Context: an optimization exercise on an open-source flow, tuned for small area, a short achievable clock period and few clock cycles. The choices shown serve that exercise and are no tape-out recipe. Where RTL was checked, it was by simulation tests only, not by an equivalence proof against the original. For runs 1 to 4, only the layout was checked, not whether the RTL still works. Power and IR drop assume default switching activity.

==> design.v <==
module st7032_encoder (
    input  wire        clk,
    input  wire        rst,         
    input  wire        cmd_valid,
    output reg         cmd_ready,
    input  wire [15:0] cmd_word,
    input  wire [15:0] cmd_len,
    input  wire        pay_valid,
    output wire        pay_ready,
    input  wire [7:0]  pay_data,
    output reg         rsp_valid,
    output reg  [2:0]  rsp_result,
    output wire [7:0]  rsp_data,
    output wire [3:0]  rsp_step,
    output reg         ev_valid,
    input  wire        ev_ready,
    output wire [2:0]  ev_kind,
    output wire [7:0]  ev_data,
    input  wire        ev_ok,
    input  wire [7:0]  ev_rdata
);
    localparam [2:0] EV_CFG   = 3'd0;
    localparam [2:0] EV_BEGIN = 3'd1;
    localparam [2:0] EV_WRITE = 3'd2;
    localparam [2:0] EV_END   = 3'd3;
    localparam [2:0] EV_REQ   = 3'd4;
    localparam [2:0] EV_WAIT  = 3'd5;
    localparam [2:0] R_OK        = 3'd0;
    localparam [2:0] R_IGNORED   = 3'd1;
    localparam [2:0] R_NOT_READY = 3'd2;
    localparam [2:0] R_BUS_ERROR = 3'd3;
    localparam [2:0] R_READ_FAIL = 3'd4;
    localparam [2:0] R_INVALID   = 3'd5;
    localparam integer I_CFG   = 0;
    localparam integer I_BEGIN = 1;
    localparam integer I_WSEL  = 2;
    localparam integer I_WBYTE = 3;
    localparam integer I_END   = 4;
    localparam integer I_REQ   = 5;
    localparam integer I_WAIT  = 6;
    localparam [6:0] S_CFG   = 7'd1 << I_CFG;
    localparam [6:0] S_BEGIN = 7'd1 << I_BEGIN;
    localparam [6:0] S_WSEL  = 7'd1 << I_WSEL;
    localparam [6:0] S_WBYTE = 7'd1 << I_WBYTE;
    localparam [6:0] S_END   = 7'd1 << I_END;
    localparam [6:0] S_REQ   = 7'd1 << I_REQ;
    localparam [6:0] S_WAIT  = 7'd1 << I_WAIT;
    reg [6:0]  st;          
    reg [3:0]  op;          
    reg        ready;       
    reg        lines2;      
    reg [7:0]  b;           
    reg [15:0] c;           
    reg        pm;          
    reg        dv;          
    reg        sf;          
    wire busy = !cmd_ready;
    wire is_init  = (op == 4'h0);
    wire is_avail = (op == 4'h1);
    wire is_pseq  = (op == 4'h3);
    wire is_data  = (op[3:1] == 3'b001);
    wire in_write = st[I_WSEL] || st[I_WBYTE];
    assign ev_kind   = {st[I_REQ] || st[I_WAIT],
                        in_write || st[I_END],
                        st[I_BEGIN] || st[I_END] || st[I_WAIT]};
    assign ev_data   = b;
    reg        pmw, pmv;
    assign pay_ready = (pmw && ev_ready) || pmv;
    assign rsp_data  = b & {8{dv}};
    assign rsp_step  = ~c[3:0] & {4{sf}};
    wire [3:0] w_op = cmd_word[15:12];
    wire [2:0] w_f  = cmd_word[10:8];
    wire [7:0] w_a  = cmd_word[7:0];
    wire w_is2  = (w_op == 4'h2);
    wire w_isA  = (w_op == 4'hA);
    wire w_isB  = (w_op == 4'hB);
    wire w_is7  = (w_op == 4'h7);
    wire w_is6  = (w_op == 4'h6);
    wire w_use_alo = w_is2 || w_isA || w_isB;                  
    wire w_use_a7  = w_is2 || w_isB;                           
    wire w_use_f0  = (w_op == 4'h0) || w_is6 || w_is7 ||
                     (w_op == 4'h8) || (w_op == 4'h9) || w_isB;
    wire w_use_f1  = w_is6 || w_is7;
    wire w_invalid = cmd_word[11] || (w_op == 4'hF) ||
                     ((|w_a[6:0]) && !w_use_alo) || (w_a[7] && !w_use_a7) ||
                     (w_f[0] && !w_use_f0) || (w_f[1] && !w_use_f1) ||
                     (w_f[2] && !w_is7);
    wire w_open   = (w_op[3:1] == 3'b000);    
    wire w_notrdy = !w_open && !ready;
    wire w_ignore = (w_op == 4'hB) && w_f[0] && !lines2;
    wire w_run    = !w_invalid && !w_notrdy && !w_ignore;
    wire w_init   = (w_op == 4'h0) && !w_invalid;
    wire [2:0] w_res = w_invalid ? R_INVALID : w_notrdy ? R_NOT_READY :
                       w_ignore ? R_IGNORED : R_OK;
    wire [6:0] w_st  = (w_op == 4'h0) ? S_CFG : (w_op[3:2] == 2'b11) ? S_REQ : S_BEGIN;
    wire [2:0] c_f = c[10:8];
    wire [7:0] c_a = c[7:0];
    reg  [7:0] cbyte;
    always @(*) begin
        case (op)
            4'h0: begin
                case (~c[3:0])
                    4'd1:    cbyte = 8'h38;
                    4'd2:    cbyte = 8'h39;
                    4'd3:    cbyte = 8'h14;
                    4'd4:    cbyte = 8'h79;
                    4'd5:    cbyte = 8'h50;
                    4'd6:    cbyte = 8'h6C;
                    4'd7:    cbyte = 8'h0C;
                    4'd8:    cbyte = 8'h01;
                    default: cbyte = 8'h06;
                endcase
            end
            4'h2:    cbyte = c_a;
            4'h4:    cbyte = 8'h01;
            4'h5:    cbyte = 8'h02;
            4'h6:    cbyte = {6'b000001, c_f[1:0]};
            4'h7:    cbyte = {5'b00001, c_f};
            4'h8:    cbyte = {5'b00011, c_f[0], 2'b00};
            4'h9:    cbyte = {5'b00010, c_f[0], 2'b00};
            4'hA:    cbyte = {1'b1, c_a[6:0]};
            default: cbyte = {1'b1, c_a[6] ^ c_f[0], c_a[5:0]};
        endcase
    end
    reg [7:0] rd_byte;
    always @(*) begin
        case (op[1:0])
            2'b00:   rd_byte = ev_rdata;                   
            2'b01:   rd_byte = {7'b0, ev_rdata[7]};        
            default: rd_byte = {1'b0, ev_rdata[6:0]};      
        endcase
    end
    wire step1 = (c[3:0] == ~4'd1);
    wire step9 = (c[3:0] == ~4'd9);
    wire err   = rsp_result[0];           
    wire acc  = cmd_valid && cmd_ready;
    wire fire = ev_valid && ev_ready;
    wire take = pay_valid && pay_ready;
    wire f_cfg   = fire && st[I_CFG];
    wire f_begin = fire && st[I_BEGIN];
    wire f_write = fire && in_write;
    wire f_end   = fire && st[I_END];
    wire f_req   = fire && st[I_REQ];
    wire f_wait  = fire && st[I_WAIT];
    wire f_wait1 = f_wait && b[1:0] == 2'd1;
    wire f_wait2 = f_wait && b[1:0] == 2'd2;
    wire f_wait3 = f_wait && b[1:0] == 2'd3;
    wire f_cbyte   = f_write && st[I_WSEL] && !is_pseq;
    wire pay_wait  = f_write && !take && pm;
    wire init_adv  = (f_wait1 && is_init && !err && !step1 && !step9) || f_wait2;
    wire init_bad  = f_wait1 && is_init && err;
    wire done = f_req || f_wait3 || (f_end && (is_avail || is_data)) ||
                (f_wait1 && (!is_init || err));
    always @(posedge clk) begin
        if (rst) begin
            cmd_ready <= 1'b1;
            rsp_valid <= 1'b0;
        end else if (acc) begin
            cmd_ready <= !w_run;
            rsp_valid <= !w_run;
        end else if (done) begin
            cmd_ready <= 1'b1;
            rsp_valid <= 1'b1;
        end
    end
    wire v_n = rst ? 1'b0 : acc ? w_run : (done || pay_wait) ? 1'b0 :
               take ? 1'b1 : ev_valid;
    always @(posedge clk)
        ev_valid <= v_n;
    always @(posedge clk) begin
        if (rst)
            ready <= 1'b0;
        else if (acc && w_init)
            ready <= 1'b0;
        else if (f_wait3)
            ready <= 1'b1;
    end
    always @(posedge clk)
        if (acc && w_init)
            lines2 <= w_f[0];
    always @(posedge clk)
        if (acc)
            op <= w_op;
    always @(posedge clk)
        if (acc)
            st <= w_st;
        else if (f_cfg || init_adv)
            st <= S_BEGIN;
        else if (f_begin)
            st <= is_avail ? S_END : S_WSEL;
        else if (f_write)
            st <= (take || pm || f_cbyte) ? S_WBYTE : S_END;
        else if (f_end)
            st <= S_WAIT;
    always @(posedge clk)
        if (acc)
            rsp_result <= w_res;
        else if (f_req)
            rsp_result <= {!ev_ok, 2'b00};
        else if (f_end)
            rsp_result <= {1'b0, {2{!is_avail && !ev_ok}}};
    always @(posedge clk)
        if (acc)
            dv <= 1'b0;
        else if (f_req)
            dv <= ev_ok;
        else if (f_end)
            dv <= is_avail;
    always @(posedge clk)
        if (acc)
            sf <= 1'b0;
        else if (init_bad)
            sf <= 1'b1;
    wire pm_n = rst ? 1'b0 : acc ? (w_run && (w_op == 4'h3) && (cmd_len != 16'd0)) :
                take ? (c != 16'd1) : pm;
    always @(posedge clk) begin
        pm  <= pm_n;
        pmw <= pm_n && !acc && (in_write || f_begin);
        pmv <= pm_n && !v_n;
    end
    wire        dec = take || init_adv;
    wire [15:0] cz;                       
    assign cz[0] = 1'b1;
    genvar gi;
    generate
        for (gi = 1; gi < 16; gi = gi + 1) begin : g_cz
            assign cz[gi] = cz[gi - 1] && !c[gi - 1];
        end
    endgenerate
    always @(posedge clk)
        c <= acc ? ((w_op == 4'h3) ? cmd_len :
                    {cmd_len[15:11], cmd_word[10:4], cmd_word[3:1] | {3{w_op == 4'h0}}, cmd_word[0]}) :
                   c ^ (cz & {16{dec}});
    wire ld_sel  = f_begin;
    wire ld_3e   = acc || init_adv;
    wire ld_w    = f_end;                 
    wire ld_w23  = f_wait1 && is_init && (step1 || step9);
    wire b_hold  = !(ld_3e || ld_sel || f_cbyte || take || ld_w || ld_w23 || f_req);
    always @(posedge clk)
        b <= ({8{ld_3e}}             & 8'h3E)                     |
             ({8{ld_sel}}            & {1'b0, is_data, 6'b0})     |
             ({8{f_cbyte}}           & cbyte)                     |
             ({8{take}}              & pay_data)                  |
             ({8{ld_w}}              & {7'b0, ev_ok || !is_avail}) |
             ({8{ld_w23}}            & {6'b0, 1'b1, step9})      |
             ({8{f_req}}             & rd_byte)                   |
             ({8{b_hold}}            & b);
endmodule
==> flow/run.sh <==
#!/bin/bash
set -euo pipefail
cd "$(dirname "$0")/.."
export BUFFER_PORTS_ARGS="-buffer_cell sky130_fd_sc_hd__buf_1"
DU="sky130_fd_sc_hd__probe_p_8 sky130_fd_sc_hd__probec_p_8 sky130_fd_sc_hd__lpflow_bleeder_1 sky130_fd_sc_hd__lpflow_clkbufkapwr_1 sky130_fd_sc_hd__lpflow_clkbufkapwr_16 sky130_fd_sc_hd__lpflow_clkbufkapwr_2 sky130_fd_sc_hd__lpflow_clkbufkapwr_4 sky130_fd_sc_hd__lpflow_clkbufkapwr_8 sky130_fd_sc_hd__lpflow_clkinvkapwr_1 sky130_fd_sc_hd__lpflow_clkinvkapwr_16 sky130_fd_sc_hd__lpflow_clkinvkapwr_2 sky130_fd_sc_hd__lpflow_clkinvkapwr_4 sky130_fd_sc_hd__lpflow_clkinvkapwr_8 sky130_fd_sc_hd__lpflow_decapkapwr_12 sky130_fd_sc_hd__lpflow_decapkapwr_3 sky130_fd_sc_hd__lpflow_decapkapwr_4 sky130_fd_sc_hd__lpflow_decapkapwr_6 sky130_fd_sc_hd__lpflow_decapkapwr_8 sky130_fd_sc_hd__lpflow_inputiso0n_1 sky130_fd_sc_hd__lpflow_inputiso0p_1 sky130_fd_sc_hd__lpflow_inputiso1n_1 sky130_fd_sc_hd__lpflow_inputiso1p_1 sky130_fd_sc_hd__lpflow_inputisolatch_1 sky130_fd_sc_hd__lpflow_isobufsrc_1 sky130_fd_sc_hd__lpflow_isobufsrc_16 sky130_fd_sc_hd__lpflow_isobufsrc_2 sky130_fd_sc_hd__lpflow_isobufsrc_4 sky130_fd_sc_hd__lpflow_isobufsrc_8 sky130_fd_sc_hd__lpflow_isobufsrckapwr_16 sky130_fd_sc_hd__lpflow_lsbuf_lh_hl_isowell_tap_1 sky130_fd_sc_hd__lpflow_lsbuf_lh_hl_isowell_tap_2 sky130_fd_sc_hd__lpflow_lsbuf_lh_hl_isowell_tap_4 sky130_fd_sc_hd__lpflow_lsbuf_lh_isowell_4 sky130_fd_sc_hd__lpflow_lsbuf_lh_isowell_tap_1 sky130_fd_sc_hd__lpflow_lsbuf_lh_isowell_tap_2 sky130_fd_sc_hd__lpflow_lsbuf_lh_isowell_tap_4"
for c in or4_1 or4_2 or4_4 or4b_1 or4b_2 or4b_4 or4bb_1 or4bb_2 or4bb_4 nor4_1 nor4_2 nor4_4 nor4b_1 nor4b_2 nor4b_4 nor4bb_1 nor4bb_2 nor4bb_4 or3_1 or3_2 or3_4 or3b_1 or3b_2 or3b_4; do
  DU="$DU sky130_fd_sc_hd__$c"
done
bash standard.sh "DONT_USE_CELLS=$DU" finish > make_finish.log 2>&1
==> standard.sh <==
#!/bin/bash
# synth_recipe.tcl (not shown) runs the flow's synth.tcl, then flattens the netlist and writes it again
# the make line also repeats each setting of config.mk as NAME=value (left out here)
make -C /OpenROAD-flow-scripts/flow DESIGN_CONFIG=/design/flow/config.mk WORK_HOME=/design/flow/orfs CLKGATE_MAP_FILE= SYNTH_SCRIPT=/design/flow/synth_recipe.tcl "${@:-finish}"
==> config.mk <==
export PLATFORM = sky130hd
export DESIGN_NAME = st7032_encoder
export DESIGN_NICKNAME = st7032_encoder
export VERILOG_FILES = /design/flow/design.v
export SDC_FILE = /design/flow/constraint.sdc
export NUM_CORES = 4
export LEC_CHECK = 0
export CAP_MARGIN = 20
export CORE_MARGIN = 2
export CORE_UTILIZATION = 40
export SETUP_SLACK_MARGIN = 1.8
export SLEW_MARGIN = 20
==> constraint.sdc <==
create_clock -name core_clock -period 4.0 [get_ports {clk}]
set_input_delay 0.8000 -clock core_clock [delete_from_list [all_inputs] [get_ports {clk}]]
set_output_delay 0.8000 -clock core_clock [all_outputs]
set_load 0.01 [all_outputs]
==> run_results.csv, run 1 <==
group,metric,value,unit
run_status,run_status,"timing/DRC/antenna clean",
yosys,synth_area_per_cell,8.32,um^2
yosys,yosysTopAreaCellShare,0.200,
min_path,hold_path_class,"reg -> reg",
yosys,synth_edf_count,15,
power,power_density,282,nW/um^2
critical_path,critPathMaxStageDelay,0.75,ns
power,p_leak,1.46,nW
floorplan,coreArea,8130,um^2
sta,tightest_slew,0.653,ns
finish,multi_input_area,2060,um^2
global_route,grt_pass1_vias,3154,
placed_design,hpwl,7530,um
critical_path,crit_slowest_cell,"dfxtp_1",
critical_path,worstSetupStartpointType,"register",
drt,first_iter_violations,172,
clock_tree,clk_path_buf_depth,2,
clock_tree,tritoncts_num_sinks,48,
global_route,grt_first_pass_wirelength,15800,um
sta,period_needed,2.12,ns
drt,vias,3281,
finish,seqCellArea,1120,um^2
sta,grt_setup_unrepaired,"true",
finish,final_util,0.474,
critical_path,required,3.20,ns
placed_design,pre_cts_slack,1.21,ns
critical_path,crit_chain,"nor2b_1 -> buf_1",
yosys,synth_nets,459,
global_route,grt_util_all_layers,0.228,
drt,drt-vias-per-instance,5.62,
floorplan,start_util,0.407,
drt,wire_per_inst,17.0,um
global_route,grt_start_max_net_pins,22,
critical_path,crit_path_max_fanout,16,
floorplan,die_h,95.0,um
sta,fmax,0.472,GHz
sta,slew_viol_final,0,
drt,ant_nets,0,
clock_tree,ctsHtreeMaxLevel,2,
critical_path,crit_type,"reg -> out",
drt,drt_wl_total,9930,um
finish,area_growth_syn_to_layout,16.6,%
critical_path,critical_path_arrival,1.32,ns
floorplan,die_area,9020,um^2
placed_design,place_area,3610,um^2
job,cap_violations,0,
finish,final_cells,584,
clock_tree,cts_buffers,5,
yosys,ys_warn_count,1,
yosys,ys.flop_type,"dfxtp_1",
finish,drive_gt1_frac,0.152,
sta,clock_skew,0.0138,ns
clock_tree,clock_latency,0.31,ns
clock_tree,root_buffer,"clkbuf_8",
yosys,synth_async_sr_flop_share,0,
finish,fillerInstances,820,
finish,layout_commonest_cell,"buf_1",
sta,setup_viol,0,
clock_tree,cts_tree,"done",
floorplan,die-width,95.0,um
clock_tree,clk_pin_slew,0.10,ns
finish,design_area,3860,um^2
drt,drcViolationCount,0,
yosys,synth_top_cell_by_area,"dfxtp_1",
finish,diodes,0,
power,ir_drop,0.000119,V
finish,final_nets,539,
placed_design,gp_congestion,0.881,
yosys,synthCells,398,
floorplan,io-pin-count,84,
yosys,netlist-cell-type-count,65,
drt,dr.pass1.iters,5,
critical_path,cp-end-kind,"primary output",
global_route,antenna_found_initial,0,
yosys,ys_seq_area_frac,0.336,
floorplan,rows,33,
sta,hold_viol,0,
placed_design,io_buffers,83,
finish,final_cell_mix,"buf_1, nor2_1, nand2_1",
sta,fin_ws,1.88,ns
sta,fin_setup_tns,0,ns
placed_design,post-place-cells,564,
yosys,synth.cell_area,3310,um^2
sta,slew_headroom,0.564,
yosys,synth_seq_cells,48,
sta,period_share,0.529,
yosys,ys_top_cells_by_area,"dfxtp_1, edfxtp_1, nor2_1, nand2_1, a21oi_1",
global_route,overflow,0,
## per-layer routing
| layer | routed length (um) | up-vias | track usage | share of wire |
|---|---|---|---|---|
| met3 | 675 | 25 | 0.0375 | 0.068 |
| met2 | 4560 | 149 | 0.385 | 0.46 |
| met4 | 340 | 0 | 0.0954 | 0.034 |
| met1 | 4350 | 1499 | 0.288 | 0.44 |
| met5 | 0 | - | 0 | 0 |
| li1 | - | 1608 | - | - |
## stage by stage
stage / hold WS, ns / total power [mW]
after floorplan: 0.471 / 0.721
after global placement: 0.485 / 0.787
after detailed placement: 0.477 / 0.791
after CTS: 0.498 / 1.09
after global routing: 0.510 / 1.14
final: 0.501 / 1.09
## repair_timing
action | in CTS | in global routing
hold buffers | 0 | 0
pin swaps | 2 | 0
gates resized for setup | 12 | 14
gates cloned | 1 | 0
setup endpoints to repair | 38 | 38
setup buffers | 9 | 2
## registers in the layout, summed over array words and instances (netlist names)
| name | count |
|---|---|
| dv | 1 |
| pm | 1 |
| rsp_result | 3 |
| pmv | 1 |
| ev_valid | 1 |
| pmw | 1 |
| op | 4 |
| b | 8 |
| cmd_ready | 1 |
| ready | 1 |
| sf | 1 |
| st | 7 |
| c | 16 |
| rsp_valid | 1 |
| lines2 | 1 |
## Yosys cell counts (all sizes together), types with 4 or more instances
cell and n:
nor2 47, nand2 45, dfxtp 33, o21ai 33, a21oi 29, edfxtp 15
nor3 15, buf 13, inv 11, nand3 11, and2 10, clkbuf 10
nor2b 9, xor2 9, a31oi 7, ha 7, mux2 7, o31ai 7
nand2b 6, nand4 6, a221oi 5, mux2i 5, nand3b 5, a211o 4
a21o 4, nand4b 4
## report_power, final
part           switching, mW  leakage (nW)  total (mW)  internal (mW)
registers             0.0458         0.423       0.578          0.532
logic                  0.126          1.00       0.217         0.0917
clock network          0.169        0.0412       0.292          0.123
total                  0.341          1.46        1.09          0.747
## worst paths after layout
check / cells after the start / slack (ns) / endpoint / from
min: 2 / 0.50 / rsp_valid / rsp_valid
max: 2 / 1.88 / rsp_step[3] / c[3]
max reg2reg: 8 / 1.90 / b[2] / c[0]
min reg2reg: 2 / 0.50 / rsp_valid / rsp_valid
## cell type report
| class | instances | share of cell area |
|---|---|---|
| Inverter | 11 | 0.0117 |
| Clock buffer | 6 | 0.0188 |
| Timing Repair Buffer | 95 | 0.107 |
| Timing Repair inverter | 1 | 0.00130 |
| Sequential cell | 48 | 0.290 |
| Clock inverter | 2 | 0.00324 |
| Multi-Input combinational cell | 316 | 0.535 |
| Tap cell | 105 | 0.0340 |
## worst max-delay path, delay by kind of cell, from the launching register on
| kind | cells | cell delay [ns] |
|---|---|---|
| buf+inv | 1 | 0.15 |
| simple gates | 1 | 0.11 |
| flops | 1 | 0.75 |
## cells by family (layout without fill, tap and decap cells)
| group | count (synthesis) | count (layout) | share of synthesized area |
|---|---|---|---|
| AO/OA/AOI/OAI | 114 | 114 | 0.229 |
| buffers and inverters | 34 | 115 | 0.0571 |
| multiplexers | 12 | 12 | 0.0389 |
| adder cells (fa/ha/maj) | 7 | 7 | 0.0265 |
| flip-flops | 48 | 48 | 0.336 |
| XOR/XNOR | 12 | 12 | 0.0317 |
| AND/OR/NAND/NOR | 171 | 171 | 0.281 |
==> run 2: changes to the inputs <==
--- a/config.mk
+++ b/config.mk
@@ -8,5 +8,5 @@
 export CAP_MARGIN = 20
 export CORE_MARGIN = 2
 export CORE_UTILIZATION = 40
-export SETUP_SLACK_MARGIN = 1.8
+export SETUP_SLACK_MARGIN = 2.0
 export SLEW_MARGIN = 20
==> run 2 against run 1 <==
Final cell count rose by 4.5%. Sequential power barely moved. Worst hold slack got worse by 0.016 ns. Synthesized cell count did not move. Critical endpoint is now pay_ready. Largest cell class unchanged. Largest power group unchanged.
==> run_results.csv, run 2 <==
group,metric,value,unit
clock_tree,ctsHtreeMaxLevel,2,
critical_path,cp-end-kind,"primary output",
finish,largest_register,"c",
critical_path,required,3.20,ns
drt,wire_per_inst,16.5,um
placed_design,gp_congestion,0.865,
floorplan,coreArea,8130,um^2
global_route,antenna_found_initial,0,
critical_path,crit_path_max_fanout,5,
min_path,min_delay_path_depth,1,
run_status,run_status,"timing/DRC/antenna clean",
global_route,grt_util_all_layers,0.223,
yosys,synth_seq_cells,48,
sta,grt_setup_unrepaired,"true",
critical_path,crit_slowest_cell,"a21o_1",
min_path,hold_path_class,"reg -> reg",
clock_tree,cts_buffers,5,
floorplan,die_h,95.0,um
clock_tree,root_buffer,"clkbuf_8",
drt,drt_wl_total,10100,um
drt,dr.pass1.iters,5,
power,p_leak,1.66,nW
yosys,yosysTopAreaCellShare,0.200,
sta,fin_setup_tns,0,ns
finish,final_nets,565,
yosys,ys_seq_area_frac,0.336,
power,ir_drop,0.000132,V
job,cap_violations,0,
sta,slew_viol_final,0,
clock_tree,tritoncts_num_sinks,48,
yosys,synth.cell_area,3310,um^2
finish,largest_reg_flops,16,
critical_path,critPathMaxStageDelay,0.18,ns
drt,drcViolationCount,0,
sta,fmax,0.495,GHz
floorplan,die_area,9020,um^2
yosys,synth_nets,459,
clock_tree,cts_tree,"done",
yosys,yosysMostFrequentCell,"nor2_1",
critical_path,crit_chain,"buf_8 -> a21o_1 -> buf_2",
placed_design,io_buffers,83,
critical_path,worstSetupStartpointType,"input port",
floorplan,start_util,0.407,
sta,slew_headroom,0.726,
critical_path,r2r_cells,8,
yosys,ys_top_cells_by_area,"dfxtp_1, edfxtp_1, nor2_1, nand2_1, a21oi_1",
power,report.power.total,1.19,mW
global_route,grt_first_pass_wirelength,15800,um
sta,period_needed,2.02,ns
finish,diodes,0,
yosys,synthTopCellsByCount,"nor2_1, nand2_1, dfxtp_1",
yosys,synth_edf_count,15,
clock_tree,hold_buffers,0,
yosys,ys.flop_type,"dfxtp_1",
global_route,overflow,0,
yosys,synth_top_cell_by_area,"dfxtp_1",
power,power_density,281,nW/um^2
clock_tree,clock_latency,0.31,ns
drt,vias,3440,
clock_tree,clk_path_buf_depth,2,
global_route,grt_pass1_vias,3146,
placed_design,hpwl,7140,um
floorplan,rows,33,
finish,layout_commonest_cell,"buf_1",
yosys,synth_area_per_cell,8.32,um^2
floorplan,io-pin-count,84,
finish,area_growth_syn_to_layout,28.1,%
finish,reg_top3,"c (16), b (8), st (7)",
sta,hold_viol,0,
sta,whs,0.484,ns
yosys,ys_warn_count,1,
sta,tightest_slew,0.410,ns
finish,drive_gt1_frac,0.230,
critical_path,critical_path_arrival,1.22,ns
critical_path,crit_type,"in -> out",
finish,final_cell_mix,"buf_1, nor2_1, nand2_1",
yosys,synth_async_sr_flop_share,0,
yosys,synthCells,398,
yosys,netlist-cell-type-count,65,
sta,period_share,0.505,
sta,setup_viol,0,
global_route,grt_start_max_net_pins,21,
drt,ant_nets,0,
drt,drt-vias-per-instance,5.64,
clock_tree,clk_pin_slew,0.09,ns
sta,clock_skew,0.00867,ns
drt,first_iter_violations,207,
floorplan,die-width,95.0,um
run 2: cell count changes in the layout (fill, tap and decap cells not counted), sizes merged:
cell      before  now
buf           92  121
clkbuf         9    6
bufinv         0    1
clkinv         1    2
clkinvlp       3    2
inv           10    9
run 2: report_power, final:
group	switching [mW]	internal (mW)
clock	0.174	0.186
combinational	0.136	0.115
sequential	0.0460	0.533
run 2: layout make-up:
cell class | count | area, um^2
clock inverters | 3 | 42.5
clock buffers | 5 | 68.8
well taps | 105 | 131
flip-flops and latches | 48 | 1120
fillers | 788 | 3890
inverters | 11 | 48.8
repair buffers | 122 | 667
multi-input cells | 316 | 2160
run 2: kinds of logic (layout without fill, tap and decap cells):
kind of cell    after synthesis  after routing  share of synthesized area
xor+xnor                     12             12                     0.0317
simple gates                171            171                      0.281
fa+ha+maj                     7              7                     0.0265
flops                        48             48                      0.336
mux                          12             12                     0.0389
compound gates              114            114                      0.229
buf+inv                      34            141                     0.0571
run 2: layer usage:
layer / wire, um / up-vias / part of all wire / track usage
met4: 224 / 0 / 0.022 / 0.0556
met3: 665 / 24 / 0.066 / 0.0287
met5: 0 / - / 0 / 0
met1: 4510 / 1591 / 0.45 / 0.305
met2: 4680 / 166 / 0.46 / 0.374
li1: - / 1659 / - / -
run 2: repair_timing:
| item | CTS | global route |
|---|---|---|
| buffers inserted | 18 | 20 |
| gates resized for setup | 35 | 24 |
| pin swaps | 11 | 6 |
| endpoints found under the setup margin | 54 | 40 |
run 2: final timing paths:
kind | start | end | slack (ns)
worst min-delay path | b[2] | b[2] | 0.48
worst max-delay path | ev_ready | pay_ready | 1.98
worst min register to register | b[2] | b[2] | 0.48
worst max register to register | c[0] | b[5] | 1.98
run 2: through the flow:
| step | setup slack, ns | utilization | area (um^2) | std cells |
|---|---|---|---|---|
| after floorplan | 1.88 | - | 3370 | 398 |
| after global placement | 1.39 | 0.448 | 3640 | 564 |
| after detailed placement | 1.33 | 0.448 | 3640 | 564 |
| after CTS | 1.98 | 0.493 | 4010 | 590 |
| after global routing | 1.92 | 0.521 | 4240 | 610 |
| final | 1.98 | 0.521 | 4240 | 610 |
run 2: worst max-delay path, delay by kind of cell:
kind | cells | cell delay (ns)
AOI/OAI and AO/OA | 1 | 0.18
buffers and inverters | 2 | 0.24
==> run 3: changes to the inputs <==
--- a/config.mk
+++ b/config.mk
@@ -8,5 +8,5 @@
 export CAP_MARGIN = 20
 export CORE_MARGIN = 2
 export CORE_UTILIZATION = 40
-export SETUP_SLACK_MARGIN = 2.0
+export SETUP_SLACK_MARGIN = 1.7
 export SLEW_MARGIN = 20
==> run 3 against run 2 <==
Sequential power hardly changed. Critical endpoint is now b[1]. Sequential share of layout area is 2.8 points higher. Non-clock buffer count is 27 lower. Die area stayed put. Final cell count is 4.4% lower. Sequential cell count stayed put. Combinational power is 16% lower. Worst hold slack better by 0.012 ns. Clock skew is 0.0017 ns higher. Utilization is 5.2 points lower. Global-route usage is 0.21 points lower. Critical path type is now reg -> reg. First-iteration DRC count is 14% higher.
==> run_results.csv, run 3 <==
group,metric,value,unit
placed_design,gp_congestion,0.876,
placed_design,hpwl,7430,um
critical_path,crit_path_max_fanout,8,
floorplan,io-pin-count,84,
power,p_leak,1.45,nW
power,power_density,283,nW/um^2
drt,drt-vias-per-instance,5.55,
yosys,synth_async_sr_flop_share,0,
floorplan,start_util,0.407,
power,ir_drop,0.000131,V
clock_tree,cts_buffers,5,
drt,drt_wl_total,9800,um
power,swShare,0.311,
clock_tree,root_buffer,"clkbuf_8",
yosys,synth_edf_count,15,
floorplan,coreArea,8130,um^2
critical_path,crit_chain,"inv_1 -> ha_1 -> a21oi_2 -> nand4_4 -> nand3_2 -> and4b_2 -> a2111o_1",
drt,ant_nets,0,
yosys,synth.cell_area,3310,um^2
critical_path,crit_slowest_cell,"dfxtp_2",
floorplan,die_h,95.0,um
global_route,overflow,0,
finish,fillerInstances,821,
power,p_int,744,uW
yosys,synth_top_cell_by_area,"dfxtp_1",
yosys,yosysTopAreaCellShare,0.200,
placed_design,pre_cts_slack,1.27,ns
finish,reg_top3,"c (16), b (8), st (7)",
sta,period_share,0.546,
yosys,synth_seq_cells,48,
drt,vias,3237,
power,report.power.total,1.08,mW
run_status,run_status,"timing/DRC/antenna clean",
clock_tree,clk_path_buf_depth,2,
finish,drive_gt1_frac,0.128,
floorplan,die-width,95.0,um
sta,clock_skew,0.0103,ns
drt,first_iter_violations,236,
power,combPwrFrac,0.196,
placed_design,place_area,3610,um^2
sta,slew_viol_final,0,
sta,slew_headroom,0.553,
sta,whs,0.496,ns
yosys,yosysMostFrequentCell,"nor2_1",
global_route,grt_pass1_vias,3052,
yosys,ys_top_cells_by_area,"dfxtp_1, edfxtp_1, nor2_1, nand2_1, a21oi_1",
yosys,synthTopCellsByCount,"nor2_1, nand2_1, dfxtp_1",
sta,fin_setup_tns,0,ns
sta,tightest_slew,0.670,ns
power,power_frac_clock,0.268,
yosys,netlist-cell-type-count,65,
global_route,grt_util_all_layers,0.221,
clock_tree,ctsHtreeMaxLevel,2,
finish,final_nets,538,
finish,final_util,0.469,
yosys,ys_seq_area_frac,0.336,
critical_path,critical_path_arrival,2.38,ns
finish,layout_commonest_cell,"buf_1",
clock_tree,tritoncts_num_sinks,48,
sta,setup_viol,0,
yosys,synth_area_per_cell,8.32,um^2
floorplan,rows,33,
job,cap_violations,0,
sta,grt_setup_unrepaired,"false",
power,seqPwrFrac,0.536,
finish,diodes,0,
placed_design,io_buffers,83,
power,switching_power,336,uW
critical_path,crit_type,"reg -> reg",
sta,fin_ws,1.81,ns
min_path,hold_path_class,"reg -> reg",
placed_design,post-place-cells,564,
global_route,grt_start_max_net_pins,28,
finish,largest_reg_flops,16,
critical_path,critPathMaxStageDelay,0.42,ns
finish,design_area,3810,um^2
drt,wire_per_inst,16.8,um
global_route,grt_first_pass_wirelength,15400,um
yosys,synth_nets,459,
clock_tree,clock_latency,0.30,ns
finish,area_growth_syn_to_layout,15.2,%
clock_tree,clk_pin_slew,0.09,ns
critical_path,required,4.20,ns
drt,drcViolationCount,0,
finish,final_cells,583,
sta,fmax,0.458,GHz
critical_path,cp-end-kind,"register",
finish,largest_register,"c",
clock_tree,cts_tree,"done",
finish,final_cell_mix,"buf_1, nor2_1, nand2_1",
yosys,ys.flop_type,"dfxtp_1",
floorplan,die_area,9020,um^2
drt,dr.pass1.iters,5,
global_route,antenna_found_initial,0,
sta,hold_viol,0,
critical_path,worstSetupStartpointType,"register",
yosys,ys_warn_count,1,
sta,period_needed,2.19,ns
yosys,synthCells,398,
-- run 3: logic make-up after synthesis --
logic type / after synthesis / share of synthesized area
AND/OR/NAND/NOR: 171 / 0.281
AO/OA/AOI/OAI: 114 / 0.229
flip-flops: 48 / 0.336
buffers and inverters: 34 / 0.0571
XOR/XNOR: 12 / 0.0317
multiplexers: 12 / 0.0389
adder cells (fa/ha/maj): 7 / 0.0265
-- run 3: critical path: cells and delay by family (launching register included) --
family	cells	cell delay [ns]
simple gates	3	0.64
compound gates	2	0.61
flops	1	0.42
fa+ha+maj	1	0.28
buf+inv	1	0.13
-- run 3: path summary, 6_finish.rpt --
path	from	slack [ns]	endpoint	depth (start not counted)
max	c[0]	1.81	b[1]	7
min	b[4]	0.50	b[4]	1
max reg2reg	c[0]	1.81	b[1]	7
min reg2reg	b[4]	0.50	b[4]	1
-- run 3: repair_timing --
action	in CTS	in global routing
setup buffers	8	3
hold buffers	0	0
pin swaps	2	0
endpoints found under the setup margin	25	25
resized for setup	5	7
-- run 3: layer usage --
layer | vias up | routed length, um | part of all wire | GRT usage
met3 | 18 | 571 | 0.058 | 0.0335
met5 | - | 0 | 0 | 0
met2 | 125 | 4610 | 0.47 | 0.374
li1 | 1600 | - | - | -
met4 | 0 | 199 | 0.020 | 0.0676
met1 | 1494 | 4420 | 0.45 | 0.290
-- run 3: cell type report --
| class | count | area, um^2 | area share |
|---|---|---|---|
| tap | 105 | 131 | 0.0344 |
| sequential | 48 | 1110 | 0.292 |
| clock inverter | 2 | 11.3 | 0.00295 |
| clock buffer | 6 | 72.6 | 0.0190 |
| inverter | 11 | 41.3 | 0.0108 |
| timing repair buffer | 95 | 418 | 0.110 |
| multi-input combinational | 316 | 2030 | 0.531 |
-- run 3: power groups by stage --
stage                     Clock, mW  Sequential (mW)  Combinational [mW]
after global routing          0.311            0.583               0.236
final                         0.289            0.578               0.212
after detailed placement          0            0.595               0.195
after global placement            0            0.595               0.193
after CTS                     0.294            0.579               0.207
after floorplan                   0            0.569               0.151
==> run 4: changes to the inputs <==
==> flow/run.sh (replaced) <==
#!/bin/bash
set -euo pipefail
cd "$(dirname "$0")/.."
export BUFFER_PORTS_ARGS="-buffer_cell sky130_fd_sc_hd__buf_1"
DU="sky130_fd_sc_hd__probe_p_8 sky130_fd_sc_hd__probec_p_8 sky130_fd_sc_hd__lpflow_bleeder_1 sky130_fd_sc_hd__lpflow_clkbufkapwr_1 sky130_fd_sc_hd__lpflow_clkbufkapwr_16 sky130_fd_sc_hd__lpflow_clkbufkapwr_2 sky130_fd_sc_hd__lpflow_clkbufkapwr_4 sky130_fd_sc_hd__lpflow_clkbufkapwr_8 sky130_fd_sc_hd__lpflow_clkinvkapwr_1 sky130_fd_sc_hd__lpflow_clkinvkapwr_16 sky130_fd_sc_hd__lpflow_clkinvkapwr_2 sky130_fd_sc_hd__lpflow_clkinvkapwr_4 sky130_fd_sc_hd__lpflow_clkinvkapwr_8 sky130_fd_sc_hd__lpflow_decapkapwr_12 sky130_fd_sc_hd__lpflow_decapkapwr_3 sky130_fd_sc_hd__lpflow_decapkapwr_4 sky130_fd_sc_hd__lpflow_decapkapwr_6 sky130_fd_sc_hd__lpflow_decapkapwr_8 sky130_fd_sc_hd__lpflow_inputiso0n_1 sky130_fd_sc_hd__lpflow_inputiso0p_1 sky130_fd_sc_hd__lpflow_inputiso1n_1 sky130_fd_sc_hd__lpflow_inputiso1p_1 sky130_fd_sc_hd__lpflow_inputisolatch_1 sky130_fd_sc_hd__lpflow_isobufsrc_1 sky130_fd_sc_hd__lpflow_isobufsrc_16 sky130_fd_sc_hd__lpflow_isobufsrc_2 sky130_fd_sc_hd__lpflow_isobufsrc_4 sky130_fd_sc_hd__lpflow_isobufsrc_8 sky130_fd_sc_hd__lpflow_isobufsrckapwr_16 sky130_fd_sc_hd__lpflow_lsbuf_lh_hl_isowell_tap_1 sky130_fd_sc_hd__lpflow_lsbuf_lh_hl_isowell_tap_2 sky130_fd_sc_hd__lpflow_lsbuf_lh_hl_isowell_tap_4 sky130_fd_sc_hd__lpflow_lsbuf_lh_isowell_4 sky130_fd_sc_hd__lpflow_lsbuf_lh_isowell_tap_1 sky130_fd_sc_hd__lpflow_lsbuf_lh_isowell_tap_2 sky130_fd_sc_hd__lpflow_lsbuf_lh_isowell_tap_4"
for c in and4_1 and4_2 and4_4 and4b_1 and4b_2 and4b_4 and4bb_1 and4bb_2 and4bb_4 a2111o_1 a2111o_2 a2111o_4 a2111oi_0 a2111oi_1 a2111oi_2 a2111oi_4 o2111a_1 o2111a_2 o2111a_4 o2111ai_1 o2111ai_2 o2111ai_4 o41a_1 o41a_2 o41a_4 o41ai_1 o41ai_2 o41ai_4 a41o_1 a41o_2 a41o_4 a41oi_1 a41oi_2 a41oi_4 or4_1 or4_2 or4_4 or4b_1 or4b_2 or4b_4 or4bb_1 or4bb_2 or4bb_4 nor4_1 nor4_2 nor4_4 nor4b_1 nor4b_2 nor4b_4 nor4bb_1 nor4bb_2 nor4bb_4 or3_1 or3_2 or3_4 or3b_1 or3b_2 or3b_4; do
  DU="$DU sky130_fd_sc_hd__$c"
done
bash standard.sh "DONT_USE_CELLS=$DU" finish > make_finish.log 2>&1
--- a/config.mk
+++ b/config.mk
@@ -8,5 +8,5 @@
 export CAP_MARGIN = 20
 export CORE_MARGIN = 2
 export CORE_UTILIZATION = 40
-export SETUP_SLACK_MARGIN = 1.7
+export SETUP_SLACK_MARGIN = 1.8
 export SLEW_MARGIN = 20
==> run 4 against run 3 <==
Still clean on timing, DRC and antenna. Total power rose by 3.1%. Non-clock buffer count rose by 3. Utilization rose by 0.10 points. Critical path type is now in -> out. Critical endpoint is now pay_ready. Highest routed layer unchanged.
==> run_results.csv, run 4 <==
group,metric,value,unit
finish,largest_register,"c",
clock_tree,clock_latency,0.31,ns
yosys,synth_area_per_cell,8.11,um^2
floorplan,rows,34,
finish,diodes,0,
yosys,yosysMostFrequentCell,"nor2_1",
sta,hold_viol,0,
global_route,antenna_found_initial,0,
critical_path,cp-end-kind,"primary output",
clock_tree,clk_pin_slew,0.10,ns
floorplan,die_area,9500,um^2
drt,dr.pass1.iters,5,
floorplan,die_h,97.5,um
min_path,min_delay_path_depth,2,
yosys,synth_edf_count,15,
drt,ant_nets,0,
sta,fmax,0.469,GHz
critical_path,rrSetupSlack,1.89,ns
finish,layout_commonest_cell,"buf_1",
yosys,synthCells,431,
clock_tree,cts_tree,"done",
sta,tightest_slew,0.614,ns
placed_design,pre_cts_slack,1.29,ns
drt,first_iter_violations,190,
sta,period_share,0.534,
drt,vias,3525,
floorplan,io-pin-count,84,
global_route,grt_util_all_layers,0.201,
yosys,ys.flop_type,"dfxtp_1",
job,cap_violations,0,
placed_design,hpwl,7480,um
yosys,yosysTopAreaCellShare,0.189,
critical_path,r2r_cells,5,
sta,fin_setup_tns,0,ns
drt,wire_per_inst,15.8,um
floorplan,coreArea,8590,um^2
drt,drt_wl_total,9820,um
finish,final_cell_mix,"buf_1, nor2_1, dfxtp_1",
critical_path,critical_path_arrival,1.33,ns
floorplan,die-width,97.5,um
yosys,netlist-cell-type-count,61,
global_route,grt_pass1_vias,3162,
sta,grt_setup_unrepaired,"true",
yosys,ys_top_cells_by_area,"dfxtp_1, edfxtp_1, nor2_1, nand2_1, o21ai_0",
clock_tree,cts_buffers,5,
finish,multi_input_area,2180,um^2
critical_path,worstSetupStartpointType,"input port",
yosys,ys_seq_area_frac,0.318,
yosys,synthTopCellsByCount,"nor2_1, dfxtp_1, nand2_1",
run_status,run_status,"timing/DRC/antenna clean",
drt,drt-vias-per-instance,5.69,
sta,whs,0.492,ns
yosys,synth_nets,492,
sta,slew_viol_final,0,
clock_tree,clk_path_buf_depth,2,
yosys,synth_async_sr_flop_share,0,
floorplan,start_util,0.407,
finish,seqCellArea,1110,um^2
finish,design_area,4040,um^2
min_path,hold_path_class,"reg -> reg",
power,ir_drop,0.000129,V
yosys,synth_seq_cells,48,
clock_tree,ctsHtreeMaxLevel,2,
finish,final_util,0.470,
sta,slew_headroom,0.589,
finish,drive_gt1_frac,0.105,
placed_design,io_buffers,83,
finish,final_cells,620,
critical_path,crit_path_max_fanout,9,
yosys,synth.cell_area,3490,um^2
finish,reg_top3,"c (16), b (8), st (7)",
sta,fin_ws,1.87,ns
power,report.power.total,1.11,mW
drt,drcViolationCount,0,
global_route,grt_start_max_net_pins,32,
clock_tree,root_buffer,"clkbuf_8",
yosys,synth_top_cell_by_area,"dfxtp_1",
critical_path,crit_type,"in -> out",
finish,area_growth_syn_to_layout,15.6,%
placed_design,gp_congestion,0.940,
placed_design,post-place-cells,599,
power,power_density,276,nW/um^2
sta,setup_viol,0,
sta,clock_skew,0.0110,ns
sta,period_needed,2.13,ns
critical_path,required,3.20,ns
finish,largest_reg_flops,16,
yosys,ys_warn_count,1,
global_route,grt_first_pass_wirelength,15800,um
finish,fillerInstances,902,
clock_tree,tritoncts_num_sinks,48,
finish,final_nets,572,
global_route,overflow,0,
power,p_leak,1.55,nW
placed_design,place_area,3820,um^2
==> run 4: changes by cell type in the layout (fill, tap and decap cells not counted), sizes merged, moves of 4 or more <==
cell and change:
nand2 -15, inv +12, o21ai -10, a21oi -8, o21a +8, xor2 -8
nand2b +6, nand4 +6, o221ai +5, a211oi +4, a22o +4, o31a +4
==> run 4: layer usage <==
| metal | wire [um] | share of wire | up-vias | GRT usage |
|---|---|---|---|---|
| met5 | 0 | 0 | - | 0 |
| met4 | 136 | 0.014 | 0 | 0.0459 |
| met3 | 740 | 0.075 | 13 | 0.0309 |
| met2 | 4330 | 0.44 | 158 | 0.317 |
| met1 | 4620 | 0.47 | 1600 | 0.290 |
| li1 | - | - | 1754 | - |
==> run 4: cells by family after synthesis <==
logic type	after synthesis	share of synthesized area
xor gates and xnor gates	2	0.00502
adders and majority gates	7	0.0251
muxes	12	0.0365
buffers and inverters	48	0.0670
DFF	48	0.318
and+or+nand+nor	191	0.299
AOI/OAI and AO/OA	123	0.249
==> run 4: final timing paths <==
check         endpoint      start
max reg2reg       b[5]      op[2]
max          pay_ready   ev_ready
min          rsp_valid  rsp_valid
min reg2reg  rsp_valid  rsp_valid
==> run 4: area by class of cell <==
| class | count | share of cell area |
|---|---|---|
| clock buffers | 5 | 0.0170 |
| clock inverters | 3 | 0.00527 |
| inverters | 23 | 0.0235 |
| multi-input cells | 335 | 0.539 |
| flip-flops and latches | 48 | 0.276 |
| well taps | 108 | 0.0335 |
| repair buffers | 98 | 0.106 |
==> run 4: repair_timing <==
item	in CTS	in global routing
buffers inserted	0	13
hold buffers	0	0
resized for setup	4	8
endpoints found under the setup margin	27	35
==> run 4: power breakdown <==
| part | switching, mW | internal (mW) | total, mW |
|---|---|---|---|
| clock network | 0.180 | 0.124 | 0.304 |
| registers | 0.0449 | 0.532 | 0.577 |
| logic | 0.131 | 0.101 | 0.232 |
==> run 4: worst max-delay path, cell delays in order <==
cell and delay (ns):
buf_2 0.16, a21o_1 0.20, clkbuf_2 0.17
==> run 5: changes to the inputs <==
--- a/design.v
+++ b/design.v
@@ -55,6 +55,7 @@
     reg        dv;          
     reg        sf;          
     wire busy = !cmd_ready;
+    wire idle = cmd_ready;
     wire is_init  = (op == 4'h0);
     wire is_avail = (op == 4'h1);
     wire is_pseq  = (op == 4'h3);
@@ -179,10 +180,10 @@
         if (acc && w_init)
             lines2 <= w_f[0];
     always @(posedge clk)
-        if (acc)
+        if (idle)
             op <= w_op;
     always @(posedge clk)
-        if (acc)
+        if (idle)
             st <= w_st;
         else if (f_cfg || init_adv)
             st <= S_BEGIN;
@@ -227,10 +228,13 @@
             assign cz[gi] = cz[gi - 1] && !c[gi - 1];
         end
     endgenerate
-    always @(posedge clk)
-        c <= acc ? ((w_op == 4'h3) ? cmd_len :
-                    {cmd_len[15:11], cmd_word[10:4], cmd_word[3:1] | {3{w_op == 4'h0}}, cmd_word[0]}) :
-                   c ^ (cz & {16{dec}});
+    wire [15:0] w_c = (w_op == 4'h3) ? cmd_len :
+                      {cmd_len[15:11], cmd_word[10:4], cmd_word[3:1] | {3{w_op == 4'h0}}, cmd_word[0]};
+    wire [15:0] c_dec = c ^ (cz & {16{dec}});
+    always @(posedge clk) begin
+        c[15:4] <= idle ? w_c[15:4] : c_dec[15:4];
+        c[3:0]  <= acc  ? w_c[3:0]  : c_dec[3:0];     
+    end
     wire ld_sel  = f_begin;
     wire ld_3e   = acc || init_adv;
     wire ld_w    = f_end;                 
==> flow/run.sh (replaced) <==
#!/bin/bash
set -euo pipefail
cd "$(dirname "$0")/.."
export BUFFER_PORTS_ARGS="-buffer_cell sky130_fd_sc_hd__buf_1"
DU="sky130_fd_sc_hd__probe_p_8 sky130_fd_sc_hd__probec_p_8 sky130_fd_sc_hd__lpflow_bleeder_1 sky130_fd_sc_hd__lpflow_clkbufkapwr_1 sky130_fd_sc_hd__lpflow_clkbufkapwr_16 sky130_fd_sc_hd__lpflow_clkbufkapwr_2 sky130_fd_sc_hd__lpflow_clkbufkapwr_4 sky130_fd_sc_hd__lpflow_clkbufkapwr_8 sky130_fd_sc_hd__lpflow_clkinvkapwr_1 sky130_fd_sc_hd__lpflow_clkinvkapwr_16 sky130_fd_sc_hd__lpflow_clkinvkapwr_2 sky130_fd_sc_hd__lpflow_clkinvkapwr_4 sky130_fd_sc_hd__lpflow_clkinvkapwr_8 sky130_fd_sc_hd__lpflow_decapkapwr_12 sky130_fd_sc_hd__lpflow_decapkapwr_3 sky130_fd_sc_hd__lpflow_decapkapwr_4 sky130_fd_sc_hd__lpflow_decapkapwr_6 sky130_fd_sc_hd__lpflow_decapkapwr_8 sky130_fd_sc_hd__lpflow_inputiso0n_1 sky130_fd_sc_hd__lpflow_inputiso0p_1 sky130_fd_sc_hd__lpflow_inputiso1n_1 sky130_fd_sc_hd__lpflow_inputiso1p_1 sky130_fd_sc_hd__lpflow_inputisolatch_1 sky130_fd_sc_hd__lpflow_isobufsrc_1 sky130_fd_sc_hd__lpflow_isobufsrc_16 sky130_fd_sc_hd__lpflow_isobufsrc_2 sky130_fd_sc_hd__lpflow_isobufsrc_4 sky130_fd_sc_hd__lpflow_isobufsrc_8 sky130_fd_sc_hd__lpflow_isobufsrckapwr_16 sky130_fd_sc_hd__lpflow_lsbuf_lh_hl_isowell_tap_1 sky130_fd_sc_hd__lpflow_lsbuf_lh_hl_isowell_tap_2 sky130_fd_sc_hd__lpflow_lsbuf_lh_hl_isowell_tap_4 sky130_fd_sc_hd__lpflow_lsbuf_lh_isowell_4 sky130_fd_sc_hd__lpflow_lsbuf_lh_isowell_tap_1 sky130_fd_sc_hd__lpflow_lsbuf_lh_isowell_tap_2 sky130_fd_sc_hd__lpflow_lsbuf_lh_isowell_tap_4"
for c in or4_1 or4_2 or4_4 or4b_1 or4b_2 or4b_4 or4bb_1 or4bb_2 or4bb_4 nor4_1 nor4_2 nor4_4 nor4b_1 nor4b_2 nor4b_4 nor4bb_1 nor4bb_2 nor4bb_4 or3_1 or3_2 or3_4 or3b_1 or3b_2 or3b_4; do
  DU="$DU sky130_fd_sc_hd__$c"
done
bash standard.sh "DONT_USE_CELLS=$DU" RECOVER_POWER=100 finish > make_finish.log 2>&1
==> run 5 against run 4 <==
Critical path type is now in -> reg. Fmax fell by 20%. Cell area fell by 7.9%. Register-to-register slack got worse by 0.29 ns. Sequential power fell by 4.3%. Critical path depth rose by 3. Worst hold slack improved by 0.0037 ns. Still clean. Routed wire length fell by 4.1%. Critical endpoint is now lines2. Largest cell class unchanged. Total power fell by 7.6%.
==> run_results.csv, run 5 <==
group,metric,value,unit
run_status,run_status,"timing/DRC/antenna clean",
yosys,synth_nets,458,
critical_path,cp-end-kind,"register",
drt,first_iter_violations,170,
finish,drive_gt1_frac,0.0917,
yosys,synth.cell_area,3220,um^2
drt,drt-vias-per-instance,5.55,
placed_design,io_buffers,83,
finish,final_nets,540,
drt,met3_length,563,um
finish,fillerInstances,838,
placed_design,pre_cts_slack,1.37,ns
floorplan,io-pin-count,84,
yosys,ys_top_cells_by_area,"dfxtp_1, edfxtp_1, nor2_1, nand2_1, a21oi_1",
yosys,synthTopCellsByCount,"nor2_1, nand2_1, dfxtp_1",
finish,final_cell_mix,"buf_1, nor2_1, nand2_1",
global_route,grt_pass1_vias,2834,
drt,vias,3228,
drt,dr_wl_met2,4240,um
drt,top_layer_used,"met4",
floorplan,start_util,0.415,
critical_path,critical_path_arrival,2.70,ns
clock_tree,root_buffer,"clkbuf_8",
job,cap_violations,0,
sta,fin_ws,1.33,ns
min_path,hold_path_class,"reg -> reg",
sta,grt_setup_unrepaired,"false",
sta,slew_headroom,0.224,
floorplan,die_h,93.8,um
power,power_density,277,nW/um^2
floorplan,coreArea,7770,um^2
global_route,overflow,0,
clock_tree,clk_path_buf_depth,2,
power,p_leak,1.42,nW
power,ir_drop,0.000133,V
yosys,synth_edf_count,15,
critical_path,worstSetupStartpointType,"input port",
sta,tightest_slew,1.16,ns
finish,diodes,0,
finish,reg_top3,"c (16), b (8), st (7)",
floorplan,die-width,93.8,um
clock_tree,cts_buffers,5,
yosys,synth_top_cell_by_area,"dfxtp_1",
placed_design,hpwl,7290,um
drt,dr.pass1.iters,6,
yosys,synth_area_per_cell,8.12,um^2
sta,period_share,0.666,
yosys,synth_async_sr_flop_share,0,
clock_tree,tritoncts_num_sinks,48,
sta,fin_setup_tns,0,ns
finish,area_growth_syn_to_layout,15.3,%
yosys,synth_seq_cells,48,
sta,hold_viol,0,
sta,period_needed,2.67,ns
yosys,ys_warn_count,1,
critical_path,crit_type,"in -> reg",
finish,final_util,0.479,
yosys,ys_seq_area_frac,0.345,
floorplan,die_area,8790,um^2
drt,drt_wl_total,9420,um
critical_path,required,4.04,ns
drt,drcViolationCount,0,
global_route,grt_util_all_layers,0.211,
sta,slew_viol_final,0,
finish,largest_register,"c",
finish,largest_reg_flops,16,
sta,fmax,0.375,GHz
clock_tree,ctsHtreeMaxLevel,2,
sta,clock_skew,0.0105,ns
yosys,ys.flop_type,"dfxtp_1",
drt,ant_nets,0,
sta,setup_viol,0,
yosys,yosysTopAreaCellShare,0.205,
drt,wire_per_inst,16.2,um
placed_design,gp_congestion,0.881,
clock_tree,clock_latency,0.31,ns
global_route,antenna_found_initial,0,
clock_tree,clk_pin_slew,0.10,ns
clock_tree,cts_tree,"done",
critical_path,crit_path_max_fanout,8,
yosys,yosysMostFrequentCell,"nor2_1",
drt,wl_met1,4530,um
yosys,synthCells,397,
global_route,grt_first_pass_wirelength,14600,um
floorplan,rows,32,
yosys,netlist-cell-type-count,61,
global_route,grt_start_max_net_pins,28,
clock_tree,hold_buffers,0,
finish,layout_commonest_cell,"buf_1",
-- run 5: cell type report --
cell class | instances | area (um^2) | share of cell area
inverters | 12 | 45.0 | 0.0121
well taps | 102 | 128 | 0.0343
multi-input cells | 317 | 1950 | 0.525
repair buffers | 95 | 394 | 0.106
clock inverters | 3 | 17.5 | 0.00471
clock buffers | 5 | 68.8 | 0.0185
flip-flops and latches | 48 | 1110 | 0.300
-- run 5: kinds of logic after synthesis --
logic type               share of synthesized area
XOR/XNOR                                    0.0326
AND/OR/NAND/NOR                              0.286
adder cells (fa/ha/maj)                     0.0272
flip-flops                                   0.345
multiplexers                                0.0435
AO/OA/AOI/OAI                                0.220
buffers and inverters                       0.0458
-- run 5: power breakdown --
part	internal, mW	switching [mW]	total, mW
clock	0.123	0.181	0.304
combinational	0.0736	0.0991	0.173
sequential	0.520	0.0319	0.552
total	0.716	0.312	1.03
-- run 5: repair_timing --
item / 4_1_cts / 5_1_grt
buffers inserted: 0 / 9
pin swaps: 0 / 4
endpoints found under the setup margin: 14 / 34
resized for setup: 5 / 12
-- run 5: path summary, 6_finish.rpt --
check | startpoint | end | slack, ns | depth (start not counted)
max | cmd_word[12] | lines2 | 1.33 | 6
min | b[5] | b[5] | 0.50 | 2
max reg2reg | ev_valid | c[8] | 1.60 | 7
min reg2reg | b[5] | b[5] | 0.50 | 2
-- run 5: metal layers --
| metal | track usage | up-vias |
|---|---|---|
| li1 | - | 1604 |
| met1 | 0.304 | 1507 |
| met2 | 0.337 | 111 |
| met3 | 0.0265 | 6 |
| met4 | 0.0459 | 0 |
| met5 | 0 | - |
-- run 5: through the flow --
step,cell area [um^2],hold slack (ns),std cells,power (mW)
after floorplan,3230,0.471,397,0.669
after global placement,3580,0.459,565,0.728
after detailed placement,3580,0.473,565,0.729
after CTS,3680,0.496,573,1.03
after global routing,3720,0.512,582,1.08
final,3720,0.496,582,1.03
-- run 5: critical path, stage by stage --
cell and delay, ns:
clkbuf_1 0.28, inv_1 0.15, a2111oi_4 0.33, o21bai_2 0.08, a221oi_1 0.77, and2_2 0.29
Testbench counts of run 5, summed over its fixed seeds: cycles 6,320.
==> run 6: changes to the inputs <==
--- a/flow/run.sh
+++ b/flow/run.sh
@@ -6,4 +6,4 @@
 for c in or4_1 or4_2 or4_4 or4b_1 or4b_2 or4b_4 or4bb_1 or4bb_2 or4bb_4 nor4_1 nor4_2 nor4_4 nor4b_1 nor4b_2 nor4b_4 nor4bb_1 nor4bb_2 nor4bb_4 or3_1 or3_2 or3_4 or3b_1 or3b_2 or3b_4; do
   DU="$DU sky130_fd_sc_hd__$c"
 done
-bash standard.sh "DONT_USE_CELLS=$DU" RECOVER_POWER=100 finish > make_finish.log 2>&1
+bash standard.sh "DONT_USE_CELLS=$DU" finish > make_finish.log 2>&1
--- a/config.mk
+++ b/config.mk
@@ -8,5 +8,5 @@
 export CAP_MARGIN = 20
 export CORE_MARGIN = 2
 export CORE_UTILIZATION = 40
-export SETUP_SLACK_MARGIN = 1.8
+export SETUP_SLACK_MARGIN = 1.65
 export SLEW_MARGIN = 20
==> run 6 against run 5 <==
Clock skew decreased by 0.0034 ns. Sequential cell count stayed put. Still clean. Combinational power down 4%. Worst setup slack gained 0.43 ns. Total power is 8.0% higher. Area after synthesis did not move. Register-to-register slack gained 0.17 ns. Non-clock buffer count is 7 lower. Critical path depth is the same.
==> run_results.csv, run 6 <==
group,metric,value,unit
critical_path,rr_startpoint,"op[3]",
yosys,synth_area_per_cell,8.12,um^2
clock_tree,ctsHtreeMaxLevel,2,
finish,final_nets,533,
sta,clock_skew,0.00717,ns
clock_tree,clk_path_buf_depth,2,
min_path,min_from,"b[6]",
floorplan,start_util,0.415,
placed_design,gp_congestion,0.896,
finish,drive_gt1_frac,0.0951,
sta,setup_viol,0,
sta,period_needed,2.23,ns
floorplan,die_h,93.8,um
run_status,run_status,"timing/DRC/antenna clean",
floorplan,rows,32,
yosys,yosysTopAreaCellShare,0.205,
global_route,grt_util_all_layers,0.213,
critical_path,critPathLaunch,"cmd_word[15]",
critical_path,critical_path_arrival,2.27,ns
sta,period_share,0.558,
drt,drt-vias-per-instance,5.52,
global_route,antenna_found_initial,0,
placed_design,io_buffers,83,
yosys,ys_warn_count,1,
drt,drt_wl_total,9210,um
yosys,synth_seq_cells,48,
critical_path,crit_path_end,"lines2",
yosys,synthCells,397,
sta,whs,0.489,ns
power,ir_drop,0.000188,V
floorplan,die-width,93.8,um
drt,dr.pass1.iters,4,
critical_path,worstSetupStartpointType,"input port",
drt,vias,3175,
finish,design_area,3750,um^2
yosys,synth_edf_count,15,
sta,hold_viol,0,
critical_path,required,4.04,ns
yosys,synth_top_cell_by_area,"dfxtp_1",
sta,fin_setup_tns,0,ns
drt,drcViolationCount,0,
power,p_leak,1.44,nW
sta,grt_setup_unrepaired,"true",
yosys,synthTopCellsByCount,"nor2_1, nand2_1, dfxtp_1",
yosys,ys_top_cells_by_area,"dfxtp_1, edfxtp_1, nor2_1, nand2_1, a21oi_1",
sta,slew_viol_final,0,
finish,largest_reg_flops,16,
clock_tree,root_buffer,"clkbuf_8",
global_route,grt_pass1_vias,2921,
placed_design,place_area,3580,um^2
finish,final_cell_mix,"buf_1, nor2_1, nand2_1",
power,power_density,296,nW/um^2
clock_tree,hold_buffers,0,
clock_tree,tritoncts_num_sinks,48,
finish,layout_commonest_cell,"buf_1",
placed_design,hpwl,7180,um
global_route,grt_start_max_net_pins,29,
sta,tightest_slew,0.608,ns
clock_tree,cts_buffers,5,
critical_path,cp-end-kind,"register",
global_route,grt_first_pass_wirelength,14800,um
critical_path,r2r_cells,6,
floorplan,io-pin-count,84,
finish,largest_register,"c",
yosys,synth.cell_area,3220,um^2
clock_tree,cts_tree,"done",
critical_path,crit_path_max_fanout,10,
finish,fillerInstances,814,
clock_tree,clock_latency,0.31,ns
sta,fmax,0.448,GHz
sta,slew_headroom,0.592,
yosys,ys_seq_area_frac,0.345,
yosys,yosysMostFrequentCell,"nor2_1",
finish,area_growth_syn_to_layout,16.2,%
finish,diodes,0,
min_path,hold_path_class,"reg -> reg",
global_route,overflow,0,
critical_path,crit_type,"in -> reg",
power,report.power.total,1.11,mW
critical_path,r2r_end,"b[0]",
drt,wire_per_inst,16.0,um
critical_path,rrSetupSlack,1.77,ns
clock_tree,clk_pin_slew,0.10,ns
yosys,ys.flop_type,"dfxtp_1",
finish,reg_top3,"c (16), b (8), st (7)",
yosys,synth_async_sr_flop_share,0,
drt,first_iter_violations,211,
yosys,netlist-cell-type-count,61,
job,cap_violations,0,
floorplan,die_area,8790,um^2
yosys,synth_nets,458,
drt,ant_nets,0,
floorplan,coreArea,7770,um^2
## run 6: cell counts after synthesis
No cell type changed its count.
## run 6: worst min path at each step
stage	cells after the start	end	slack (ns)
floorplan	2	sf	0.47
global placement	1	b[6]	0.46
detailed placement	1	b[4]	0.47
CTS	1	b[6]	0.49
global route	1	b[4]	0.51
finish	1	b[6]	0.49
## run 6: layer usage
metal,share of wire,wire length (um),global-route usage
met5,0,0,0
met4,0.0074,68,0.0423
met3,0.071,651,0.0409
met2,0.45,4160,0.338
met1,0.47,4330,0.303
## run 6: where the power goes
part           internal, mW  leakage [nW]  total, mW  switching (mW)
Sequential            0.520         0.435      0.557          0.0369
Combinational        0.0708         0.947      0.166          0.0952
Clock                 0.193        0.0607      0.388           0.194
Total                 0.784          1.44       1.11           0.326
## run 6: final cells by class
type | count | area (um^2) | area share
clock inverter | 3 | 50.0 | 0.0134
tap | 102 | 128 | 0.0341
multi-input combinational | 317 | 1980 | 0.527
inverter | 12 | 45.0 | 0.0120
sequential | 48 | 1120 | 0.298
clock buffer | 5 | 68.8 | 0.0184
timing repair buffer | 88 | 363 | 0.0969
## run 6: cell families (layout without fill, tap and decap cells)
logic type	count (synthesis)	count (layout)	share of synthesized area
xor+xnor	12	12	0.0326
simple gates	184	184	0.286
buf+inv	32	108	0.0458
mux	13	13	0.0435
compound gates	101	101	0.220
flops	48	48	0.345
fa+ha+maj	7	7	0.0272
## run 6: per-stage QoR
| step | utilization | instances | setup WS (ns) |
|---|---|---|---|
| floorplan | - | 397 | 1.70 |
| global placement | 0.460 | 564 | 1.40 |
| detailed placement | 0.460 | 564 | 1.38 |
| CTS | 0.476 | 572 | 1.68 |
| global route | 0.482 | 575 | 1.64 |
| finish | 0.482 | 575 | 1.77 |
## run 6: critical path: stages
cell       delay (ns)
buf_1            0.32
nor2b_4          0.09
a2111oi_4        0.29
o21bai_2         0.13
a221oi_4         0.42
and2_2           0.23
## run 6: repair_timing
action / 4_1_cts / 5_1_grt
setup endpoints to repair: 0 / 24
resized for setup: 0 / 9
setup buffers: 0 / 3
==> run 7: changes to the inputs <==
--- a/config.mk
+++ b/config.mk
@@ -8,5 +8,5 @@
 export CAP_MARGIN = 20
 export CORE_MARGIN = 2
 export CORE_UTILIZATION = 40
-export SETUP_SLACK_MARGIN = 1.65
+export SETUP_SLACK_MARGIN = 1.75
 export SLEW_MARGIN = 20
==> run 7 against run 6 <==
Combinational power is 9.6% higher. Sequential cell count unchanged. Synthesized cell count is the same. Die area unchanged. Routed wire length is 1.2% higher. Clock skew fell by 0.0027 ns. Area after synthesis stayed put. Fmax is 5.6% higher. Critical path type unchanged. Largest cell class unchanged. Highest routed layer unchanged.
==> run_results.csv, run 7 <==
group,metric,value,unit
yosys,synth_edf_count,15,
power,swShare,0.291,
drt,wire_per_inst,15.9,um
drt,first_iter_violations,178,
finish,diodes,0,
clock_tree,cts_tree,"done",
power,p_leak,1.48,nW
power,ir_drop,0.000147,V
finish,final_cell_mix,"buf_1, nor2_1, nand2_1",
yosys,synth_area_per_cell,8.12,um^2
clock_tree,tritoncts_num_sinks,48,
critical_path,crit_chain,"clkbuf_2 -> and4_4 -> nand4_1 -> buf_4 -> and3_1 -> o21a_1 -> nand2_1",
yosys,synth_top_cell_by_area,"dfxtp_1",
yosys,ys_seq_area_frac,0.345,
global_route,antenna_found_initial,0,
finish,layout_commonest_cell,"buf_1",
sta,slew_viol_final,0,
critical_path,crit_path_max_fanout,7,
critical_path,crit_type,"in -> reg",
drt,ant_nets,0,
critical_path,critPathMaxStageDelay,0.25,ns
yosys,synth_async_sr_flop_share,0,
drt,drt_wl_total,9320,um
floorplan,coreArea,7770,um^2
clock_tree,ctsHtreeMaxLevel,2,
run_status,run_status,"timing/DRC/antenna clean",
yosys,ys_warn_count,1,
sta,fin_ws,1.89,ns
placed_design,io_buffers,83,
yosys,synth.cell_area,3220,um^2
floorplan,io-pin-count,84,
critical_path,cp-end-kind,"register",
sta,fmax,0.473,GHz
finish,fillerInstances,772,
power,combPwrFrac,0.174,
yosys,synthCells,397,
sta,period_needed,2.11,ns
sta,slew_headroom,0.629,
global_route,grt_util_all_layers,0.213,
placed_design,hpwl,7110,um
floorplan,die_h,93.8,um
drt,dr.pass1.iters,4,
sta,period_share,0.528,
sta,tightest_slew,0.555,ns
clock_tree,clock_latency,0.30,ns
global_route,grt_pass1_vias,2937,
min_path,whs_endpoint,"b[6]",
power,switching_power,304,uW
critical_path,required,3.98,ns
yosys,synth_nets,458,
power,p_int,740,uW
yosys,yosysTopAreaCellShare,0.205,
critical_path,crit_slowest_cell,"and4_4",
global_route,grt_first_pass_wirelength,14800,um
job,cap_violations,0,
finish,reg_top3,"c (16), b (8), st (7)",
drt,drcViolationCount,0,
critical_path,r2r_cells,8,
finish,largest_register,"c",
power,power_frac_clock,0.298,
global_route,grt_start_max_net_pins,29,
sta,setup_viol,0,
yosys,synth_seq_cells,48,
sta,clock_skew,0.00450,ns
power,power_density,274,nW/um^2
yosys,netlist-cell-type-count,61,
clock_tree,cts_buffers,5,
min_path,min_delay_path_depth,1,
power,seqPwrFrac,0.528,
critical_path,r2r_end,"st[5]",
global_route,overflow,0,
## run 7: kinds of logic (layout without fill, tap and decap cells)
family	after synthesis	count (layout)	share of synthesized area
buffers and inverters	32	119	0.0458
xor gates and xnor gates	12	12	0.0326
AOI/OAI and AO/OA	101	101	0.220
and+or+nand+nor	184	184	0.286
DFF	48	48	0.345
muxes	13	13	0.0435
adders and majority gates	7	7	0.0272
## run 7: final cells by class
class / instances / area, um^2 / share of cell area
repair buffers: 99 / 434 / 0.114
clock inverters: 1 / 7.51 / 0.00197
well taps: 102 / 128 / 0.0335
inverters: 12 / 48.8 / 0.0128
flip-flops and latches: 48 / 1120 / 0.293
multi-input cells: 317 / 1990 / 0.522
clock buffers: 7 / 86.3 / 0.0227
## run 7: repair_timing
action / in CTS / in global routing
gates cloned: 0 / 1
hold buffers: 0 / 0
pin swaps: 0 / 5
setup buffers: 0 / 13
resized for setup: 4 / 13
endpoints found under the setup margin: 9 / 35
## run 7: layer usage
layer / track usage / up-vias / part of all wire
li1: - / 1609 / -
met1: 0.303 / 1488 / 0.48
met2: 0.334 / 150 / 0.43
met3: 0.0345 / 12 / 0.075
met4: 0.0556 / 0 / 0.016
met5: 0 / - / 0
## run 7: power by group through the flow
stage          Sequential, mW  Clock (mW)  Combinational [mW]
2_1_floorplan           0.546           0               0.123
3_3_place_gp            0.567           0               0.162
3_5_place_dp            0.567           0               0.162
4_1_cts                 0.555       0.318               0.164
5_1_grt                 0.555       0.332               0.206
6_report                0.551       0.311               0.182
## run 7: stage by stage
step | instances | hold WS, ns | util | cell area (um^2)
after detailed placement | 564 | 0.468 | 0.461 | 3580
final | 586 | 0.484 | 0.491 | 3810
after global placement | 564 | 0.460 | 0.461 | 3580
after floorplan | 397 | 0.471 | - | 3230
after CTS | 572 | 0.489 | 0.473 | 3680
after global routing | 586 | 0.529 | 0.491 | 3810
## run 7: critical path: cells and delay by family
family	cells	cell delay [ns]
AOI/OAI and AO/OA	1	0.13
buffers and inverters	2	0.31
and+or+nand+nor	4	0.85
## run 7: how the worst max path moves through the flow
stage / start / end / depth (start not counted)
2_1_floorplan: cmd_word[12] / lines2 / 6
3_3_place_gp: ev_ready / c[7] / 8
3_5_place_dp: cmd_word[12] / lines2 / 6
4_1_cts: cmd_word[15] / lines2 / 6
5_1_grt: c[0] / c[8] / 9
6_report: ev_ready / st[5] / 7

[re-timing with driven ports]
The flow's constraints put no driver on any port. The routed layouts listed below were extracted and timed again, unchanged, in two steps.
Step 1, drivers: a clkbuf_16 drives clk and a buf_2 each remaining input, both assumed.
Step 2 also shifts input and output timing later by t, the mid clock arrival at the registers, as if the neighbouring blocks saw the same clock.
Three values: ideal ports, drivers, drivers and shift; two values: the first two.
run | t, ns | slack for setup (ns)
run 1 | 0.334 | 1.883 / 1.849 / 1.560
run 2 | 0.334 | 1.978 / 1.940 / 1.723
run 3 | 0.328 | 1.814 / 1.814 / 1.538
run 4 | 0.335 | 1.866 / 1.842 / 1.546
run 5 | 0.338 | 1.334 / 1.344 / 1.006
run 6 | 0.343 | 1.767 / 1.775 / 1.433
run 7 | 0.331 | 1.886 / 1.870 / 1.557
After both steps setup and hold are still met in every run listed.
